Background: an optimization exercise with open tools, aiming at small area, a short achievable clock period and few clock cycles per item. Do not read the settings as production practice. Function was checked by simulation only, so behaviour that the tests miss may differ from the original. Power is estimated from default activity; no workload was simulated.

Setup of P:
// gp_core
module gp_core (
    input  wire        clk,
    input  wire        rst,           
    input  wire        cmd_valid,
    output wire        cmd_ready,
    input  wire [31:0] cmd,
    input  wire [63:0] d,
    input  wire        alias_b_last,  
    output reg         rsp_valid,
    output reg  [63:0] q,
    output reg  [2:0]  err
);
Size in the first run: roughly 11000 cells after synthesis, roughly 1400 flip-flops, roughly 110000 um^2 of cells after synthesis.
==> module gp_md, before the edit <==
module gp_md (
    input  wire        clk,
    input  wire        rst,
    input  wire        load,        
    input  wire        start,       
    input  wire        is_div,
    input  wire [63:0] a,
    input  wire [63:0] b,
    input  wire        w64,
    input  wire [1:0]  ra,
    input  wire [1:0]  rb,
    input  wire        alias_b,
    output wire        busy,
    output wire        busy_n,      
    output wire        wr,          
    output wire [1:0]  wr_idx,
    output wire [63:0] wr_val,
    output wire        fl_wr,       
    output wire        fl_z,
    output wire        fl_n,
    output wire        fl_v_wr,
    output wire        fl_v,
    output wire        sh_act,
    output wire [63:0] sh_in,
    output wire [5:0]  sh_amt,
    output wire        sh_zero,     
    input  wire [63:0] sh_out
);
    localparam [2:0] S_IDLE = 3'd0, S_NORM = 3'd1, S_STEP = 3'd2,
                     S_WB1 = 3'd3, S_WB2 = 3'd4, S_CORR = 3'd5;
    reg [2:0]  st;
    reg [64:0] R;                  
    reg [63:0] M, X;
    reg [65:0] M3;                 
    reg [5:0]  C;
    reg [6:0]  msh;                
    reg [7:0]  dsh;                
    reg        a_small, modd;
    reg [5:0]  cnt;
    reg        div, sgnq, sgna, wide, al, same, wr1, need2;
    reg [1:0]  r_a, r_b;
    assign busy = (st != S_IDLE);
    wire [63:0] mag_a = a[63] ? (~a + 64'd1) : a;
    wire [63:0] mag_b = b[63] ? (~b + 64'd1) : b;
    wire [6:0]  lzs_a, lzs_b;
    gp_lzc u_lza (.v(a ^ {64{a[63]}}), .n(lzs_a));
    gp_lzc u_lzb (.v(b ^ {64{b[63]}}), .n(lzs_b));
    wire        p2_a  = a[63] && ((a[62:0] & ~a[63:1]) == 63'd0);
    wire        p2_b  = b[63] && ((b[62:0] & ~b[63:1]) == 63'd0);
    wire        s_asm = (lzs_a >= lzs_b);               
    wire        q_neg  = (lzs_b < lzs_a) && !p2_a;
    wire        q_zero = (lzs_b == lzs_a) && !p2_a && !p2_b;
    wire [6:0]  msh_a = {lzs_a[6:2] + {4'd0, !p2_a & (lzs_a[1:0] == 2'd3)}, 2'b00};
    wire [6:0]  msh_b = {lzs_b[6:2] + {4'd0, !p2_b & (lzs_b[1:0] == 2'd3)}, 2'b00};
    wire        ab_a  = p2_a ? (lzs_a[1:0] == 2'd0) : (lzs_a[1:0] == 2'd3);
    wire        ab_b  = p2_b ? (lzs_b[1:0] == 2'd0) : (lzs_b[1:0] == 2'd3);
    wire [7:0]  s_dsh = {1'b0, lzs_b} - {1'b0, lzs_a} + {7'd0, p2_a} - {7'd0, p2_b};
    wire        s_same  = (ra == rb);
    wire        s_keepr = is_div ? alias_b : !alias_b;
    wire        s_two   = is_div | w64;
    wire       mnone   = msh[6];                        
    assign sh_act = (st == S_NORM);
    assign sh_in  = (!div && a_small) ? R[63:0] : M;
    assign sh_amt = div ? dsh[5:0] : msh[5:0];
    assign sh_zero = sh_act && !div && mnone;
    wire [1:0]  dh = X[63:62];
    wire [1:0]  dl = X[61:60];
    wire        rneg = R[64];
    wire        in_norm = (st == S_NORM);
    wire [63:0] mcand = a_small ? M : R[63:0];
    wire [65:0] mh = (dh == 2'd0) ? 66'd0 : (dh == 2'd1) ? {2'b00, M} :
                     (dh == 2'd2) ? {1'b0, M, 1'b0} : M3;
    wire [65:0] ml = (dl == 2'd0) ? 66'd0 : (dl == 2'd1) ? {2'b00, M} :
                     (dl == 2'd2) ? {1'b0, M, 1'b0} : M3;
    wire [69:0] op1 = div ? {{5{R[64]}}, R} : in_norm ? 70'd0 : {6'd0, R[59:0], 4'b0000};
    wire [69:0] op2 = div ? (rneg ? {6'd0, M} : {6'h3F, ~M}) :
                      in_norm ? {5'd0, mcand, 1'b0} : {2'b00, mh, 2'b00};
    wire [69:0] op3 = div ? 70'd0 : in_norm ? {6'd0, mcand} : {4'd0, ml};
    wire [69:0] t   = op1 + op2 + op3 + {69'd0, div & !rneg};
    wire [63:0] xm  = {X[59:0], R[63:60]} + {54'd0, C, 4'b0000};
    wire        r_zero  = (R[63:0] == 64'd0);
    wire        rl_zero = (R[62:0] == 63'd0);
    wire        x_zero  = (X == 64'd0);
    wire        in_wb1  = (st == S_WB1);
    wire [63:0] wv      = in_wb1 ? R[63:0] : X;
    wire        wneg    = (in_wb1 && div) ? sgna : sgnq;
    wire        wcin    = in_wb1 | div | r_zero;
    reg  [63:0] pre_or;
    integer k;
    always @(*) begin
        pre_or[0] = 1'b0;
        for (k = 1; k < 64; k = k + 1) pre_or[k] = pre_or[k-1] | wv[k-1];
    end
    assign wr_val = wv ^ ({64{wneg}} & (pre_or | {64{!wcin}}));
    assign wr     = (in_wb1 && wr1) || (st == S_WB2);
    assign wr_idx = (in_wb1 ^ div) ? r_a : r_b;
    assign fl_wr  = in_wb1;
    assign fl_z   = div ? x_zero : (!wide && r_zero);
    assign fl_n   = div ? (sgnq ? !x_zero : X[63])
                        : (wide ? sgnq : (sgnq ? (R[63] ? rl_zero : !r_zero) : R[63]));
    assign fl_v_wr = in_wb1 && div;
    assign fl_v   = sgna && !r_zero;
    assign busy_n = !rst && ((st == S_IDLE) ? start :
                             in_wb1 ? need2 : (st != S_WB2));
    always @(posedge clk) begin
        if (rst) begin
            st <= S_IDLE;
        end else begin
            case (st)
                S_IDLE: begin
                    r_a  <= ra;
                    r_b  <= rb;
                    if (load) begin
                        R       <= {1'b0, mag_a};
                        M       <= mag_b;
                        X       <= 64'd0;
                        C       <= 2'd0;
                        a_small <= s_asm;
                        modd    <= s_asm ? ab_a : ab_b;
                        msh     <= s_asm ? msh_a : msh_b;
                        dsh     <= s_dsh;
                        cnt     <= s_dsh[5:0];
                        div     <= is_div;
                        sgna    <= a[63];
                        wide    <= w64;
                        wr1     <= !(s_two && s_same && !s_keepr);
                        need2   <= s_two && !(s_same && s_keepr);
                    end
                    sgnq <= (a[63] ^ b[63]) & start;
                    if (start) st <= !is_div ? S_NORM : q_neg ? S_WB1 :
                                      q_zero ? S_STEP : S_NORM;
                end
                S_NORM: begin
                    if (div) begin
                        st  <= dsh[7] ? S_WB1 : S_STEP;
                        M   <= sh_out;
                    end else begin
                        st  <= mnone ? S_WB1 : S_STEP;
                        X   <= sh_out;
                        M   <= mcand;
                        M3  <= t[65:0];
                        R   <= {1'b0, modd ? mcand : 64'd0};
                        cnt <= 6'd15 - {2'b00, msh[5:2]};
                    end
                end
                S_STEP: begin
                    if (div) begin
                        R <= t[64:0];
                        X <= {X[62:0], !t[64]};
                        if (cnt != 6'd0) M <= {1'b0, M[63:1]};
                    end else begin
                        R <= {1'b0, t[63:0]};
                        X <= xm;
                        C <= t[69:64];
                    end
                    cnt <= cnt - 6'd1;
                    if (cnt == 6'd0) st <= (div && t[64]) ? S_CORR : S_WB1;
                end
                S_CORR: begin
                    R  <= t[64:0];
                    st <= S_WB1;
                end
                S_WB1: begin
                    st <= need2 ? S_WB2 : S_IDLE;
                    X  <= X + {58'd0, C};
                end
                default: st <= S_IDLE;
            endcase
        end
    end
endmodule
==> flow/config.mk <==
export PLATFORM = sky130hd
export DESIGN_NAME = gp_core
export DESIGN_NICKNAME = gp_core
export VERILOG_FILES = /design/flow/design.v
export SDC_FILE = /design/flow/constraint.sdc
export NUM_CORES = 8
export LEC_CHECK = 0
export CAP_MARGIN = 40
export CORE_MARGIN = 2
export CORE_UTILIZATION = 40
export SLEW_MARGIN = 20
export SYNTH_HIERARCHICAL = 1
==> flow/constraint.sdc <==
create_clock -name core_clock -period 11.0 [get_ports {clk}]
set_input_delay 2.2000 -clock core_clock [delete_from_list [all_inputs] [get_ports {clk}]]
set_output_delay 2.2000 -clock core_clock [all_outputs]
set_load 0.01 [all_outputs]
standard.sh (not shown) runs the stock make flow with config.mk's settings and CLKGATE_MAP_FILE= SYNTH_SCRIPT=/design/flow/synth_recipe.tcl, a recipe that flattens the netlist after the stock synthesis.
==> flow/flow/run.sh <==
#!/bin/bash
# Own layout flow: the standard synthesis, then the standard ORFS steps with
# different repair settings (the SDC and clock period are unchanged): a larger
# setup margin for timing repair and the extra ORFS variables in flow/knobs.txt.
set -euo pipefail
W="$(pwd)"
MARGIN="$(cat flow/margin.txt)"
EXTRA="$(cat flow/knobs.txt 2>/dev/null || true)"
bash standard.sh synth > "$W/synth.log" 2>&1
# the same make command and knobs as standard.sh, with SETUP_SLACK_MARGIN raised
KNOBS=$(grep '^make ' standard.sh | sed -e 's/^.*CLKGATE_MAP_FILE= //' -e 's/ "\${@:-finish}"$//' -e 's/SETUP_SLACK_MARGIN=[^ ]*//')
eval make -C "$FLOW_HOME" DESIGN_CONFIG="$W/config.mk" WORK_HOME="$W/orfs" CLKGATE_MAP_FILE= \
    $KNOBS SETUP_SLACK_MARGIN="$MARGIN" $EXTRA finish > "$W/layout.log" 2>&1
R="$W/orfs/results/$FLOW_PLATFORM/gp_core/base"
: # left out here: write the final layout as DEF
==> flow/flow/knobs.txt <==
BUFFER_PORTS_ARGS="-buffer_cell sky130_fd_sc_hd__buf_2"
==> flow/flow/margin.txt <==
6.0
Although it ran to completion, P produced a layout that fails the final checks because of antenna violations.
Testbench counts of P, summed over its fixed seeds: cycles 22,308, items 16,000.
Modified inputs, Q compared to P
diff --git a/flow/design.v b/flow/design.v
--- a/flow/design.v
+++ b/flow/design.v
@@ -32,6 +32,5 @@
     reg [64:0] R;                  
     reg [63:0] M, X;
-    reg [65:0] M3;                 
-    reg [5:0]  C;
+    reg [1:0]  C;
     reg [6:0]  msh;                
     reg [7:0]  dsh;                
@@ -51,8 +50,6 @@
     wire        q_neg  = (lzs_b < lzs_a) && !p2_a;
     wire        q_zero = (lzs_b == lzs_a) && !p2_a && !p2_b;
-    wire [6:0]  msh_a = {lzs_a[6:2] + {4'd0, !p2_a & (lzs_a[1:0] == 2'd3)}, 2'b00};
-    wire [6:0]  msh_b = {lzs_b[6:2] + {4'd0, !p2_b & (lzs_b[1:0] == 2'd3)}, 2'b00};
-    wire        ab_a  = p2_a ? (lzs_a[1:0] == 2'd0) : (lzs_a[1:0] == 2'd3);
-    wire        ab_b  = p2_b ? (lzs_b[1:0] == 2'd0) : (lzs_b[1:0] == 2'd3);
+    wire [6:0]  msh_a = {lzs_a[6:1] + {5'd0, lzs_a[0] & !p2_a}, 1'b0};
+    wire [6:0]  msh_b = {lzs_b[6:1] + {5'd0, lzs_b[0] & !p2_b}, 1'b0};
     wire [7:0]  s_dsh = {1'b0, lzs_b} - {1'b0, lzs_a} + {7'd0, p2_a} - {7'd0, p2_b};
     wire        s_same  = (ra == rb);
@@ -64,19 +61,11 @@
     assign sh_amt = div ? dsh[5:0] : msh[5:0];
     assign sh_zero = sh_act && !div && mnone;
-    wire [1:0]  dh = X[63:62];
-    wire [1:0]  dl = X[61:60];
+    wire [1:0]  dig = X[63:62];
     wire        rneg = R[64];
-    wire        in_norm = (st == S_NORM);
-    wire [63:0] mcand = a_small ? M : R[63:0];
-    wire [65:0] mh = (dh == 2'd0) ? 66'd0 : (dh == 2'd1) ? {2'b00, M} :
-                     (dh == 2'd2) ? {1'b0, M, 1'b0} : M3;
-    wire [65:0] ml = (dl == 2'd0) ? 66'd0 : (dl == 2'd1) ? {2'b00, M} :
-                     (dl == 2'd2) ? {1'b0, M, 1'b0} : M3;
-    wire [69:0] op1 = div ? {{5{R[64]}}, R} : in_norm ? 70'd0 : {6'd0, R[59:0], 4'b0000};
-    wire [69:0] op2 = div ? (rneg ? {6'd0, M} : {6'h3F, ~M}) :
-                      in_norm ? {5'd0, mcand, 1'b0} : {2'b00, mh, 2'b00};
-    wire [69:0] op3 = div ? 70'd0 : in_norm ? {6'd0, mcand} : {4'd0, ml};
-    wire [69:0] t   = op1 + op2 + op3 + {69'd0, div & !rneg};
-    wire [63:0] xm  = {X[59:0], R[63:60]} + {54'd0, C, 4'b0000};
+    wire [65:0] op1 = div ? {R[64], R} : {2'b00, R[61:0], 2'b00};
+    wire [65:0] op2 = div ? (rneg ? {2'b00, M} : {2'b11, ~M}) : (dig[1] ? {1'b0, M, 1'b0} : 66'd0);
+    wire [65:0] op3 = (!div && dig[0]) ? {2'b00, M} : 66'd0;
+    wire [65:0] t   = op1 + op2 + op3 + {65'd0, div & !rneg};
+    wire [63:0] xm  = {X[61:0], R[63:62]} + {60'd0, C, 2'b00};
     wire        r_zero  = (R[63:0] == 64'd0);
     wire        rl_zero = (R[62:0] == 63'd0);
@@ -117,5 +106,5 @@
                         C       <= 2'd0;
                         a_small <= s_asm;
-                        modd    <= s_asm ? ab_a : ab_b;
+                        modd    <= s_asm ? (lzs_a[0] ^ p2_a) : (lzs_b[0] ^ p2_b);
                         msh     <= s_asm ? msh_a : msh_b;
                         dsh     <= s_dsh;
@@ -138,8 +127,7 @@
                         st  <= mnone ? S_WB1 : S_STEP;
                         X   <= sh_out;
-                        M   <= mcand;
-                        M3  <= t[65:0];
-                        R   <= {1'b0, modd ? mcand : 64'd0};
-                        cnt <= 6'd15 - {2'b00, msh[5:2]};
+                        M   <= a_small ? M : R[63:0];
+                        R   <= {1'b0, modd ? (a_small ? M : R[63:0]) : 64'd0};
+                        cnt <= 6'd31 - {1'b0, msh[5:1]};
                     end
                 end
@@ -152,5 +140,5 @@
                         R <= {1'b0, t[63:0]};
                         X <= xm;
-                        C <= t[69:64];
+                        C <= t[65:64];
                     end
                     cnt <= cnt - 6'd1;
@@ -163,5 +151,5 @@
                 S_WB1: begin
                     st <= need2 ? S_WB2 : S_IDLE;
-                    X  <= X + {58'd0, C};
+                    X  <= X + {62'd0, C};
                 end
                 default: st <= S_IDLE;
Notes after the runs:
- Q has completed all stages; timing, DRC and antenna checks passed.
- Of Q and P, it is Q that has the lower worst-case clock buffer depth.
- Q: final critical-path required period is 0.091 ns higher than what P reported.
- Q against P: combinational share of power saw little to no change, final wirelength went down 2.3%, combinational power fell 8.3%, post-detailed-route wirelength per cell saw an increase.
- Delta (Q minus P): starting DRC count in detailed routing went down by 333; met3 wire length went down by 6.5 mm.
- The first element of the critical path comes out u_md.X[61] in one run and u_md.div in the other, namely in P and Q respectively.
- Compared with P, in Q gate count of the mapped netlist went down; power went down; final period utilization went up.
- Design area (Q vs. P) decreases by a few percent
- Max non-clock buffer count across P and Q: Q
Testbench counts of Q, summed over its fixed seeds: cycles 23,831, items 16,000.

[re-timing with driven ports]
In the flow no input, the clock included, has a driving cell. The finished layouts below were timed again as built, in two steps. Step 1 sets driving cells, clkbuf_16 on the clock port and buf_2 on the other inputs (assumed; they add their load-dependent delay and slew). Step 2 also shifts input and output timing later by t, the mid clock arrival at the registers, as if the neighbouring blocks saw the same clock. Three values: no drivers, after step 1, after step 2; two values: the first two.
run | t (ns) | setup WS [ns] | latest minus earliest clock arrival (ns) | worst data-port slew with drivers (ns)
P | 0.977 | 5.721 / 5.721 / 5.200 | 0.114 / 0.114 | 0.16
Q | 0.968 | 5.630 / 5.630 / 5.256 | 0.106 / 0.106 | 0.12
For P, which loses most, drivers alone change the setup slack by 0.000 ns; drivers and shift together by -0.521 ns.
